Background: an optimization exercise with open tools, aiming at small area, a short achievable clock period and few clock cycles. Do not read the settings as production practice.

## before
## sap3_core
module sap3_core (
    input  wire         clk,
    input  wire         rst,           
    input  wire         step,          
    output wire [15:0]  imem_addr,     
    input  wire [31:0]  imem_data,     
    input  wire [15:0]  prog_len,      
    input  wire [7:0]   in_value,      
    output wire [8:0]   dmem_addr,     
    input  wire [7:0]   dmem_rdata,    
    output wire         dmem_we,       
    output wire [7:0]   dmem_wdata,
    output wire         ready,         
    output wire         stopped,       
    output wire         halted,
    output wire [3:0]   fault,
    output wire [7:0]   acc,
    output wire [127:0] regs,          
    output wire [8:0]   sp,
    output wire         flag_c,
    output wire         flag_z,
    output wire         out_valid,
    output wire [7:0]   out_data,
    output wire         print_valid,
    output wire [15:0]  print_tmpl
);
    localparam [3:0] F_UNKNOWN = 4'd1, F_STACK_OVF = 4'd7, F_STACK_UNF = 4'd8;
    reg [15:0]  pc;
    reg [8:0]   sp_q;
    reg [7:0]   a_q;
    reg [7:0]   r_q [0:15];
    reg         c_q, z_q;
    reg         halt_q;
    reg [3:0]   fault_q;
    reg         stop_q;        
    wire [31:0] ir  = imem_data;
    wire [5:0]  t   = ir[31:26];
    wire [3:0]  ra  = ir[25:22];
    wire [3:0]  rb  = ir[21:18];
    wire [15:0] v   = ir[15:0];
    wire [3:0] pd0 = 4'b0001 << t[1:0];
    wire [3:0] pd1 = 4'b0001 << t[3:2];
    wire [3:0] pd2 = 4'b0001 << t[5:4];
    wire is_nop    = pd2[0] && pd1[0] && pd0[0];
    wire is_lda    = pd2[0] && pd1[0] && pd0[1];
    wire is_sta    = pd2[0] && pd1[0] && pd0[2];
    wire is_ldr    = pd2[0] && pd1[0] && pd0[3];
    wire is_str    = pd2[0] && pd1[1] && pd0[0];
    wire is_ldi    = pd2[0] && pd1[1] && pd0[1];
    wire is_ldri   = pd2[0] && pd1[1] && pd0[2];
    wire is_movrr  = pd2[0] && pd1[1] && pd0[3];
    wire is_movra  = pd2[0] && pd1[2] && pd0[0];
    wire is_movar  = pd2[0] && pd1[2] && pd0[1];
    wire is_addr   = pd2[0] && pd1[2] && pd0[2];
    wire is_addm   = pd2[0] && pd1[2] && pd0[3];
    wire is_sub    = pd2[0] && pd1[3] && pd0[0];
    wire is_and    = pd2[0] && pd1[3] && pd0[1];
    wire is_or     = pd2[0] && pd1[3] && pd0[2];
    wire is_xor    = pd2[0] && pd1[3] && pd0[3];
  ...
Size: ~280 I/O pins, ~0.0095 mm² of cells after synthesis.
==> flow/config.mk <==
export PLATFORM = sky130hd
export DESIGN_NAME = sap3_core
export DESIGN_NICKNAME = sap3_core
export VERILOG_FILES = /design/flow/design.v
export SDC_FILE = /design/flow/constraint.sdc
export NUM_CORES = 4
export LEC_CHECK = 0
export ABC_AREA = 1
export CAP_MARGIN = 20
export CORE_MARGIN = 2
export CORE_UTILIZATION = 40
export SETUP_SLACK_MARGIN = 4.5
export SLEW_MARGIN = 20
==> flow/constraint.sdc <==
create_clock -name core_clock -period 10.0 [get_ports {clk}]
set_input_delay 2.0000 -clock core_clock [delete_from_list [all_inputs] [get_ports {clk}]]
set_output_delay 2.0000 -clock core_clock [all_outputs]
set_load 0.01 [all_outputs]
standard.sh (not shown) runs the stock make flow with config.mk's settings and CLKGATE_MAP_FILE= SYNTH_SCRIPT=/design/flow/synth_recipe.tcl, a recipe that flattens the netlist after the stock synthesis.
==> flow/flow/run.sh <==
#!/bin/bash
# The standard layout (standard.sh), with these changes:
#  - synthesis maps the logic with ABC's &nf mapper (flow/area.script, through
#    flow/synth_abc.tcl, which otherwise runs synth_recipe.tcl as it is, and
#    leaves out a few slow cells), and without Yosys's adder extraction
#    (ADDER_MAP_FILE empty), so ABC maps the adders too; the registers are
#    the standard synthesis's;
#  - the port buffers that ORFS inserts at global placement are
#    sky130_fd_sc_hd__buf_1 (ORFS otherwise picks the delay cell clkdlybuf4s50_1).
set -euo pipefail
work=$(pwd)
export FLOW_SYNTH_TCL=$work/synth_recipe.tcl
export FLOW_ABC_SCRIPT=$work/flow/area.script
bash standard.sh "SYNTH_SCRIPT=$work/flow/synth_abc.tcl" 'ADDER_MAP_FILE=' \
  'BUFFER_PORTS_ARGS=-buffer_cell sky130_fd_sc_hd__buf_1' finish > standard_flow.log 2>&1
==> flow/flow/area.script <==
&get -n
&st
&dch
&nf
&put
==> flow/flow/synth_abc.tcl <==
# The standard synthesis (synth_recipe.tcl in the work folder, unchanged),
# with one difference in Yosys's abc pass: it runs the ABC script named by
# FLOW_ABC_SCRIPT instead of ORFS's abc_area/abc_speed script, and it leaves
# out the cells whose pull-up is a stack of four transistors (nor4, or4, o41,
# a2111 families), which are slow on the paths from the record to the ports,
# and a222oi, the one logic cell with no stronger size. Only the combinational
# mapping changes; the registers are the standard synthesis's.
proc abc {args} {
  set i [lsearch -exact $args -script]
  if { $i >= 0 } { lset args [expr {$i + 1}] $::env(FLOW_ABC_SCRIPT) }
  foreach f {nor4 nor4b nor4bb or4 or4b or4bb o41a o41ai a2111o a2111oi} {
    foreach s {0 1 2 4} { lappend args -dont_use sky130_fd_sc_hd__${f}_$s }
  }
  lappend args -dont_use sky130_fd_sc_hd__a222oi_1
  yosys abc {*}$args
}
source $::env(FLOW_SYNTH_TCL)
before completed; timing, DRC and antenna clean
What after does differently from before at the input level:
Settings: SETUP_SLACK_MARGIN changed from 4.5 to 4.6.
==> comparison <==
- [compare] base=before new=after: total vias in the final route shows an increase of 210, number of nets in the final layout held steady.
- Looking at after and before, the final cell count without fillers is a wash.
- after: all stages complete, timing, DRC and antenna checks passed
- after vs. before: top achievable clock speed picked up an extra 0.46%; largest driver fanout on the critical path moved up; complex-gate fraction of the synthesized area neither gained nor lost much.
- Looking at end of the critical path, the out_valid result is from before; the dmem_wdata[7] one comes from after.
No run of this note included a check of the RTL's function; only the layout flow was run.

[what the ideal ports hide]
In the flow no input, the clock included, has a driving cell. The finished layouts below were timed again as built, in two steps. Step 1 (the two cells are an assumption about what drives the block):
set clk [get_ports {clk}]
set_driving_cell -lib_cell sky130_fd_sc_hd__clkbuf_16 $clk
set_driving_cell -lib_cell sky130_fd_sc_hd__buf_2 [delete_from_list [all_inputs] $clk]
Step 2 moves the port delays by t, midway between the first and last clock arrival at a register: inputs arrive t later, outputs are due t later. That takes back most of the time a late clock gives input paths. Three values: ideal, step 1, step 2; two values: the first two.
run	t (ns)	slack for setup (ns)	hold WS [ns]	clock arrival spread, ns	pins driven straight from the clock port
before	0.484	4.442 / 4.329 / 4.251	0.710 / 0.710 / 0.710	0.013 / 0.014	1
after	0.476	4.467 / 4.324 / 4.224	0.715 / 0.715 / 0.715	0.014 / 0.015	1
After both steps every run listed still meets setup and hold. The setup slack of after, which loses most, moves by -0.143 ns with the drivers and by -0.243 ns with both steps.
